What follows belongs to an exercise in optimizing a design on an open flow for small area, a short achievable clock period and few clock cycles per item; a production flow would make more cautious choices. No activity file was given, so power comes from the tool's default toggle rates.

==> inputs of run a <==
==> flow/design.v <==
module crc16_ccitt (
    input  wire        clk,
    input  wire        init,    
    input  wire        en,      
    input  wire [7:0]  data_in,
    output reg  [15:0] crc,
    output reg  [15:0] crc_next
);
    function [15:0] crc_byte;
        input [15:0] c;
        input [7:0]  b;
        integer k;
        reg [15:0] r;
        begin
            r = c ^ {b, 8'h00};
            for (k = 0; k < 8; k = k + 1)
                r = r[15] ? ((r << 1) ^ 16'h1021) : (r << 1);
            crc_byte = r;
        end
    endfunction
    always @(*) begin
        if (init)
            crc_next = 16'hFFFF;
        else if (en)
            crc_next = crc_byte(crc, data_in);
        else
            crc_next = crc;
    end
    always @(posedge clk)
        crc <= crc_next;
endmodule
module rs_enc_255_223 (
    input  wire       clk,
    input  wire       en,
    input  wire       dat,
    input  wire [7:0] data_in,
    output wire [7:0] par_out
);
    function [7:0] gen_coef;
        input integer k;
        begin
            case (k)
                0:  gen_coef = 8'h01;  1:  gen_coef = 8'h5B;  2:  gen_coef = 8'h7F;
                3:  gen_coef = 8'h56;  4:  gen_coef = 8'h10;  5:  gen_coef = 8'h1E;
                6:  gen_coef = 8'h0D;  7:  gen_coef = 8'hEB;  8:  gen_coef = 8'h61;
                9:  gen_coef = 8'hA5;  10: gen_coef = 8'h08;  11: gen_coef = 8'h2A;
                12: gen_coef = 8'h36;  13: gen_coef = 8'h56;  14: gen_coef = 8'hAB;
                15: gen_coef = 8'h20;  16: gen_coef = 8'h71;  17: gen_coef = 8'h20;
                18: gen_coef = 8'hAB;  19: gen_coef = 8'h56;  20: gen_coef = 8'h36;
                21: gen_coef = 8'h2A;  22: gen_coef = 8'h08;  23: gen_coef = 8'hA5;
                24: gen_coef = 8'h61;  25: gen_coef = 8'hEB;  26: gen_coef = 8'h0D;
                27: gen_coef = 8'h1E;  28: gen_coef = 8'h10;  29: gen_coef = 8'h56;
                30: gen_coef = 8'h7F;  31: gen_coef = 8'h5B;
                default: gen_coef = 8'h01;
            endcase
        end
    endfunction
    function [7:0] gf_mul;
        input [7:0] a;
        input [7:0] b;
        integer k;
        reg [7:0] r;
        begin
            r = 8'h00;
            for (k = 7; k >= 0; k = k - 1) begin
                r = r[7] ? ((r << 1) ^ 8'h87) : (r << 1);
                if (b[k])
                    r = r ^ a;
            end
            gf_mul = r;
        end
    endfunction
    reg  [7:0] par [0:31];    
    wire [7:0] fb = (data_in ^ par[0]) & {8{dat}};
    assign par_out = par[0];
    integer j;
    always @(posedge clk) begin
        if (en) begin
            for (j = 0; j < 31; j = j + 1)
                par[j] <= par[j+1] ^ gf_mul(fb, gen_coef(31 - j));
            par[31] <= fb;
        end
    end
endmodule
module fx25_kiss_enc (
    input  wire        clk,
    input  wire        rst,
    input  wire        chunk_valid,
    output reg         chunk_ready,
    input  wire [7:0]  chunk_len,
    input  wire [47:0] dst_call,      
    input  wire [3:0]  dst_ssid,
    input  wire [47:0] src_call,      
    input  wire [3:0]  src_ssid,
    input  wire        in_valid,
    output reg         in_ready,
    input  wire [7:0]  in_data,
    output reg         out_valid,
    input  wire        out_ready,
    output reg  [7:0]  out_data,
    output reg         out_last,
    output reg  [15:0] skip_count
);
    localparam [3:0] S_IDLE  = 4'd0,
                     S_CMD   = 4'd1,
                     S_TAG   = 4'd2,
                     S_HDR   = 4'd3,
                     S_CTL   = 4'd4,
                     S_PID   = 4'd5,
                     S_PAY   = 4'd6,
                     S_FCS0  = 4'd7,
                     S_FCS1  = 4'd8,
                     S_PAD   = 4'd9,
                     S_PAR   = 4'd10,
                     S_FEND1 = 4'd11;
    localparam [7:0] FEND = 8'hC0, FESC = 8'hDB, TFEND = 8'hDC, TFESC = 8'hDD;
    localparam [7:0] MAX_PAYLOAD = 8'd150;
    reg [47:0] dst_call_r, src_call_r;
    reg [3:0]  dst_ssid_r, src_ssid_r;
    reg [7:0]  owed;         
    wire       have_desc = !chunk_ready;
    reg [1:0]  pb_n;
    reg [7:0]  pb0, pb1;
    reg [3:0]  phase;
    reg [7:0]  cnt;
    reg        cb_valid;
    reg [7:0]  cb;
    reg        cb_rs, cb_crc, cb_par, cb_cw, cb_last;
    reg        esc_pend, esc_fend;
    reg        fl_on;
    reg [4:0]  fl_cnt;
    reg        skip_evt;
    wire [15:0] crc, crc_next;
    wire [7:0]  par_out;
    function [7:0] tag_byte;
        input [2:0] i;
        begin
            case (i)
                3'd0: tag_byte = 8'hCC;  3'd1: tag_byte = 8'h8F;
                3'd2: tag_byte = 8'h8A;  3'd3: tag_byte = 8'hE4;
                3'd4: tag_byte = 8'h85;  3'd5: tag_byte = 8'hE2;
                3'd6: tag_byte = 8'h98;  default: tag_byte = 8'h01;
            endcase
        end
    endfunction
    reg [7:0] hdr_byte;
    always @(*) begin
        case (cnt[3:0])
            4'd0:  hdr_byte = {dst_call_r[46:40], 1'b0};
            4'd1:  hdr_byte = {dst_call_r[38:32], 1'b0};
            4'd2:  hdr_byte = {dst_call_r[30:24], 1'b0};
            4'd3:  hdr_byte = {dst_call_r[22:16], 1'b0};
            4'd4:  hdr_byte = {dst_call_r[14:8],  1'b0};
            4'd5:  hdr_byte = {dst_call_r[6:0],   1'b0};
            4'd6:  hdr_byte = {3'b011, dst_ssid_r, 1'b0};
            4'd7:  hdr_byte = {src_call_r[46:40], 1'b0};
            4'd8:  hdr_byte = {src_call_r[38:32], 1'b0};
            4'd9:  hdr_byte = {src_call_r[30:24], 1'b0};
            4'd10: hdr_byte = {src_call_r[22:16], 1'b0};
            4'd11: hdr_byte = {src_call_r[14:8],  1'b0};
            4'd12: hdr_byte = {src_call_r[6:0],   1'b0};
            default: hdr_byte = {3'b011, src_ssid_r, 1'b1};
        endcase
    end
    wire       advance = !out_valid || out_ready;
    wire       take    = cb_valid && advance && !esc_pend;
    wire [7:0] ob      = cb_par ? par_out : cb;
    wire       ob_fend = (ob == FEND);
    wire       ob_esc  = cb_cw && (ob_fend || (ob == FESC));
    wire pay_last = (owed == 8'd0) && (pb_n == 2'd1);
    wire pay_none = (owed == 8'd0) && (pb_n == 2'd0);
    reg  s_has;
    always @(*) begin
        case (phase)
            S_IDLE:  s_has = have_desc;
            S_HDR:   s_has = !fl_on;
            S_PAY:   s_has = (pb_n != 2'd0);
            default: s_has = 1'b1;
        endcase
    end
    wire s_ld      = (!cb_valid || take) && s_has;
    wire pop       = s_ld && (phase == S_PAY);
    wire push      = in_valid && in_ready;
    wire leave_pay = s_ld && (((phase == S_PID) && pay_none) ||
                              ((phase == S_PAY) && (owed == 8'd0) && (pb_n == 2'd1)));
    crc16_ccitt u_crc (
        .clk      (clk),
        .init     (s_ld && (phase == S_IDLE)),
        .en       (take && cb_crc),
        .data_in  (cb),
        .crc      (crc),
        .crc_next (crc_next)
    );
    rs_enc_255_223 u_rs (
        .clk     (clk),
        .en      ((take && (cb_rs || cb_par)) || fl_on),
        .dat     (cb_rs),
        .data_in (cb),
        .par_out (par_out)
    );
    reg [7:0] nb;
    reg       nb_rs, nb_crc, nb_par, nb_cw, nb_last;
    always @(*) begin
        nb = 8'h00; nb_rs = 1'b0; nb_crc = 1'b0; nb_par = 1'b0; nb_cw = 1'b1; nb_last = 1'b0;
        case (phase)
            S_IDLE:  begin nb = FEND; nb_cw = 1'b0; end
            S_CMD:   begin nb = 8'h00; nb_cw = 1'b0; end
            S_TAG:   nb = tag_byte(cnt[2:0]);
            S_HDR:   begin nb = hdr_byte; nb_rs = 1'b1; nb_crc = 1'b1; end
            S_CTL:   begin nb = 8'h03; nb_rs = 1'b1; nb_crc = 1'b1; end
            S_PID:   begin nb = 8'hF0; nb_rs = 1'b1; nb_crc = 1'b1; end
            S_PAY:   begin nb = pb0; nb_rs = 1'b1; nb_crc = 1'b1; end
            S_FCS0:  begin nb = ~crc_next[7:0]; nb_rs = 1'b1; end
            S_FCS1:  begin nb = ~crc[15:8]; nb_rs = 1'b1; end
            S_PAD:   begin nb = 8'h00; nb_rs = 1'b1; end
            S_PAR:   nb_par = 1'b1;
            default: begin nb = FEND; nb_cw = 1'b0; nb_last = 1'b1; end
        endcase
    end
    wire       accept_ok   = chunk_valid && chunk_ready && (chunk_len <= MAX_PAYLOAD);
    wire       cr_next     = accept_ok ? 1'b0 : (leave_pay ? 1'b1 : chunk_ready);
    wire [7:0] owed_next   = chunk_ready ? chunk_len : (owed - {7'd0, push});
    reg  [1:0] pb_n_next;
    always @(*) begin
        pb_n_next = pb_n;
        if (push && !pop)
            pb_n_next = pb_n + 2'd1;
        else if (pop && !push)
            pb_n_next = pb_n - 2'd1;
    end
    always @(posedge clk) begin
        if (chunk_ready) begin
            dst_call_r <= dst_call;
            dst_ssid_r <= dst_ssid;
            src_call_r <= src_call;
            src_ssid_r <= src_ssid;
        end
        owed <= owed_next;
        case (pb_n)
            2'd0: if (push) pb0 <= in_data;
            2'd1: begin
                      if (push && pop)  pb0 <= in_data;
                      if (push && !pop) pb1 <= in_data;
                  end
            default: if (pop) pb0 <= pb1;
        endcase
        if (s_ld) begin
            cb <= nb;
            cb_rs <= nb_rs; cb_crc <= nb_crc; cb_par <= nb_par; cb_cw <= nb_cw; cb_last <= nb_last;
        end
        if (take) begin
            out_data <= ob_esc ? FESC : ob;
            out_last <= cb_last;
            esc_fend <= ob_fend;
        end else if (advance && esc_pend) begin
            out_data <= esc_fend ? TFEND : TFESC;
            out_last <= 1'b0;
        end
        if (skip_evt && (skip_count != 16'hFFFF))
            skip_count <= skip_count + 16'd1;
        if (fl_on)
            fl_cnt <= fl_cnt + 5'd1;
        if (rst) begin
            chunk_ready <= 1'b1;
            in_ready    <= 1'b0;
            pb_n        <= 2'd0;
            phase       <= S_IDLE;
            cb_valid    <= 1'b0;
            cb_rs       <= 1'b0;
            cb_par      <= 1'b0;
            esc_pend    <= 1'b0;
            out_valid   <= 1'b0;
            skip_evt    <= 1'b0;
            skip_count  <= 16'd0;
            fl_on       <= 1'b1;
            fl_cnt      <= 5'd0;
        end else begin
            chunk_ready <= cr_next;
            in_ready    <= !cr_next && (owed_next != 8'd0) && (pb_n_next != 2'd2);
            pb_n        <= pb_n_next;
            skip_evt    <= chunk_valid && chunk_ready && (chunk_len > MAX_PAYLOAD);
            if (fl_on && (fl_cnt == 5'd31))
                fl_on <= 1'b0;
            if (s_ld)
                cb_valid <= 1'b1;
            else if (take)
                cb_valid <= 1'b0;
            if (advance) begin
                out_valid <= cb_valid || esc_pend;
                if (esc_pend)
                    esc_pend <= 1'b0;
                else if (cb_valid)
                    esc_pend <= ob_esc;
            end
            if (s_ld) begin
                cnt <= cnt + 8'd1;
                case (phase)
                    S_IDLE:  phase <= S_CMD;
                    S_CMD:   begin phase <= S_TAG; cnt <= 8'd0; end
                    S_TAG:   if (cnt[2:0] == 3'd7) begin phase <= S_HDR; cnt <= 8'd0; end
                    S_HDR:   if (cnt[3:0] == 4'd13) phase <= S_CTL;
                    S_CTL:   phase <= S_PID;
                    S_PID:   phase <= pay_none ? S_FCS0 : S_PAY;
                    S_PAY:   if (pay_last) phase <= S_FCS0;
                    S_FCS0:  phase <= S_FCS1;
                    S_FCS1:  phase <= S_PAD;
                    S_PAD:   if (cnt == 8'd222) begin phase <= S_PAR; cnt <= 8'd0; end
                    S_PAR:   if (cnt[4:0] == 5'd31) phase <= S_FEND1;
                    default: phase <= S_IDLE;
                endcase
            end
        end
    end
endmodule
==> flow/run.sh <==
#!/bin/bash
# synth_recipe.tcl (not shown) runs the flow's synth.tcl, then flattens the netlist and writes it again
# the make line also repeats each setting of config.mk as NAME=value (left out here)
make -C /OpenROAD-flow-scripts/flow DESIGN_CONFIG=/design/flow/config.mk WORK_HOME=/design/flow/orfs CLKGATE_MAP_FILE= SYNTH_SCRIPT=/design/flow/synth_recipe.tcl finish
==> flow/config.mk <==
export PLATFORM = sky130hd
export DESIGN_NAME = fx25_kiss_enc
export DESIGN_NICKNAME = fx25_kiss_enc
export VERILOG_FILES = /design/flow/design.v
export SDC_FILE = /design/flow/constraint.sdc
export NUM_CORES = 4
export LEC_CHECK = 0
export CAP_MARGIN = 20
export CORE_MARGIN = 2
export CORE_UTILIZATION = 40
export SLEW_MARGIN = 20
==> flow/constraint.sdc <==
create_clock -name core_clock -period 5.0 [get_ports {clk}]
set_input_delay 1.0000 -clock core_clock [delete_from_list [all_inputs] [get_ports {clk}]]
set_output_delay 1.0000 -clock core_clock [all_outputs]
set_load 0.01 [all_outputs]
==> inputs of run b, as changes to run a <==
--- a/flow/design.v
+++ b/flow/design.v
@@ -33,6 +33,6 @@
     input  wire       clk,
     input  wire       en,
-    input  wire       dat,
-    input  wire [7:0] data_in,
+    input  wire       dat_nx,
+    input  wire [7:0] data_nx,
     output wire [7:0] par_out
 );
@@ -72,8 +72,10 @@
     endfunction
     reg  [7:0] par [0:31];    
-    wire [7:0] fb = (data_in ^ par[0]) & {8{dat}};
+    reg  [7:0] fb;            
     assign par_out = par[0];
+    wire [7:0] par0_nx = en ? (par[1] ^ gf_mul(fb, gen_coef(31))) : par[0];
     integer j;
     always @(posedge clk) begin
+        fb <= (data_nx ^ par0_nx) & {8{dat_nx}};
         if (en) begin
             for (j = 0; j < 31; j = j + 1)
@@ -116,8 +118,6 @@
     localparam [7:0] FEND = 8'hC0, FESC = 8'hDB, TFEND = 8'hDC, TFESC = 8'hDD;
     localparam [7:0] MAX_PAYLOAD = 8'd150;
-    reg [47:0] dst_call_r, src_call_r;
-    reg [3:0]  dst_ssid_r, src_ssid_r;
     reg [7:0]  owed;         
-    wire       have_desc = !chunk_ready;
+    wire       len_ok = (chunk_len <= MAX_PAYLOAD);
     reg [1:0]  pb_n;
     reg [7:0]  pb0, pb1;
@@ -127,4 +127,6 @@
     reg [7:0]  cb;
     reg        cb_rs, cb_crc, cb_par, cb_cw, cb_last;
+    wire [7:0] cb_nx;        
+    wire       cb_rs_nx;
     reg        esc_pend, esc_fend;
     reg        fl_on;
@@ -147,18 +149,18 @@
     always @(*) begin
         case (cnt[3:0])
-            4'd0:  hdr_byte = {dst_call_r[46:40], 1'b0};
-            4'd1:  hdr_byte = {dst_call_r[38:32], 1'b0};
-            4'd2:  hdr_byte = {dst_call_r[30:24], 1'b0};
-            4'd3:  hdr_byte = {dst_call_r[22:16], 1'b0};
-            4'd4:  hdr_byte = {dst_call_r[14:8],  1'b0};
-            4'd5:  hdr_byte = {dst_call_r[6:0],   1'b0};
-            4'd6:  hdr_byte = {3'b011, dst_ssid_r, 1'b0};
-            4'd7:  hdr_byte = {src_call_r[46:40], 1'b0};
-            4'd8:  hdr_byte = {src_call_r[38:32], 1'b0};
-            4'd9:  hdr_byte = {src_call_r[30:24], 1'b0};
-            4'd10: hdr_byte = {src_call_r[22:16], 1'b0};
-            4'd11: hdr_byte = {src_call_r[14:8],  1'b0};
-            4'd12: hdr_byte = {src_call_r[6:0],   1'b0};
-            default: hdr_byte = {3'b011, src_ssid_r, 1'b1};
+            4'd0:  hdr_byte = {dst_call[46:40], 1'b0};
+            4'd1:  hdr_byte = {dst_call[38:32], 1'b0};
+            4'd2:  hdr_byte = {dst_call[30:24], 1'b0};
+            4'd3:  hdr_byte = {dst_call[22:16], 1'b0};
+            4'd4:  hdr_byte = {dst_call[14:8],  1'b0};
+            4'd5:  hdr_byte = {dst_call[6:0],   1'b0};
+            4'd6:  hdr_byte = {3'b011, dst_ssid, 1'b0};
+            4'd7:  hdr_byte = {src_call[46:40], 1'b0};
+            4'd8:  hdr_byte = {src_call[38:32], 1'b0};
+            4'd9:  hdr_byte = {src_call[30:24], 1'b0};
+            4'd10: hdr_byte = {src_call[22:16], 1'b0};
+            4'd11: hdr_byte = {src_call[14:8],  1'b0};
+            4'd12: hdr_byte = {src_call[6:0],   1'b0};
+            default: hdr_byte = {3'b011, src_ssid, 1'b1};
         endcase
     end
@@ -173,5 +175,5 @@
     always @(*) begin
         case (phase)
-            S_IDLE:  s_has = have_desc;
+            S_IDLE:  s_has = chunk_valid && len_ok && !chunk_ready;
             S_HDR:   s_has = !fl_on;
             S_PAY:   s_has = (pb_n != 2'd0);
@@ -182,6 +184,4 @@
     wire pop       = s_ld && (phase == S_PAY);
     wire push      = in_valid && in_ready;
-    wire leave_pay = s_ld && (((phase == S_PID) && pay_none) ||
-                              ((phase == S_PAY) && (owed == 8'd0) && (pb_n == 2'd1)));
     crc16_ccitt u_crc (
         .clk      (clk),
@@ -195,6 +195,6 @@
         .clk     (clk),
         .en      ((take && (cb_rs || cb_par)) || fl_on),
-        .dat     (cb_rs),
-        .data_in (cb),
+        .dat_nx  (cb_rs_nx),
+        .data_nx (cb_nx),
         .par_out (par_out)
     );
@@ -218,7 +218,11 @@
         endcase
     end
-    wire       accept_ok   = chunk_valid && chunk_ready && (chunk_len <= MAX_PAYLOAD);
-    wire       cr_next     = accept_ok ? 1'b0 : (leave_pay ? 1'b1 : chunk_ready);
-    wire [7:0] owed_next   = chunk_ready ? chunk_len : (owed - {7'd0, push});
+    assign cb_nx    = s_ld ? nb : cb;
+    assign cb_rs_nx = !rst && (s_ld ? nb_rs : cb_rs);
+    wire       own         = (phase == S_CMD) || (phase == S_TAG) || (phase == S_HDR);
+    wire       hdr_done    = s_ld && (phase == S_HDR) && (cnt[3:0] == 4'd13);
+    wire       cr_next     = !chunk_ready &&
+                             (hdr_done || (!own && chunk_valid && !len_ok));
+    wire [7:0] owed_next   = (chunk_ready && len_ok) ? chunk_len : (owed - {7'd0, push});
     reg  [1:0] pb_n_next;
     always @(*) begin
@@ -230,11 +234,4 @@
     end
     always @(posedge clk) begin
-        if (chunk_ready) begin
-            dst_call_r <= dst_call;
-            dst_ssid_r <= dst_ssid;
-            src_call_r <= src_call;
-            src_ssid_r <= src_ssid;
-        end
-        owed <= owed_next;
         case (pb_n)
             2'd0: if (push) pb0 <= in_data;
@@ -245,7 +242,8 @@
             default: if (pop) pb0 <= pb1;
         endcase
+        cb    <= cb_nx;
+        cb_rs <= cb_rs_nx;
         if (s_ld) begin
-            cb <= nb;
-            cb_rs <= nb_rs; cb_crc <= nb_crc; cb_par <= nb_par; cb_cw <= nb_cw; cb_last <= nb_last;
+            cb_crc <= nb_crc; cb_par <= nb_par; cb_cw <= nb_cw; cb_last <= nb_last;
         end
         if (take) begin
@@ -262,10 +260,10 @@
             fl_cnt <= fl_cnt + 5'd1;
         if (rst) begin
-            chunk_ready <= 1'b1;
+            chunk_ready <= 1'b0;
             in_ready    <= 1'b0;
+            owed        <= 8'd0;
             pb_n        <= 2'd0;
             phase       <= S_IDLE;
             cb_valid    <= 1'b0;
-            cb_rs       <= 1'b0;
             cb_par      <= 1'b0;
             esc_pend    <= 1'b0;
@@ -277,5 +275,6 @@
         end else begin
             chunk_ready <= cr_next;
-            in_ready    <= !cr_next && (owed_next != 8'd0) && (pb_n_next != 2'd2);
+            owed        <= owed_next;
+            in_ready    <= (owed_next != 8'd0) && (pb_n_next != 2'd2);
             pb_n        <= pb_n_next;
             skip_evt    <= chunk_valid && chunk_ready && (chunk_len > MAX_PAYLOAD);
--- a/flow/config.mk
+++ b/flow/config.mk
@@ -9,3 +9,4 @@
 export CORE_MARGIN = 2
 export CORE_UTILIZATION = 40
+export SETUP_SLACK_MARGIN = 2.9
 export SLEW_MARGIN = 20
==> summary of the runs <==
Run b finished with timing, DRC and antenna clean. Run a ran to the end with no violations.
In run a the clock power is higher than in run b, by 13%.
In run b the wire length is larger than in run a, by 0.36%.
Against run b, the setup slack of run a is lower by 0.69 ns.
Against run b, the combinational power of run a is larger by about 110%.
Clock skew: run b is lower than run a (0.026 ns).
Function was not checked in any run of this note: the RTL went through the layout flow alone.

[static timing again, ports no longer ideal]
How much do the figures lean on ideal ports? The routed layouts below were timed once more, with nothing changed but the port constraints. Step 1: set_driving_cell puts a clkbuf_16 on clk and a buf_2 on each other input, an assumption about the parent block. Step 2 adds t to the input delays and takes it off the output delays; t is the mean of the earliest and latest rising clock arrival at the registers after step 1. Input paths then give back, and output paths get back, about the clock's delay inside the block. Slacks: no drivers / after step 1 / after step 2; pairs: no drivers / after step 1.
run | shift t [ns] | setup slack, ns | worst setup path at the end | cell pins on the clock port's net
run a | 0.636 | 1.794 / 1.794 / 1.319 | input to register | 1
run b | 0.618 | 2.484 / 2.484 / 2.011 | input to register | 1
After both steps setup and hold are still met in every run listed. For run a, which loses most, drivers alone change the setup slack by 0.000 ns; drivers and shift together by -0.475 ns.
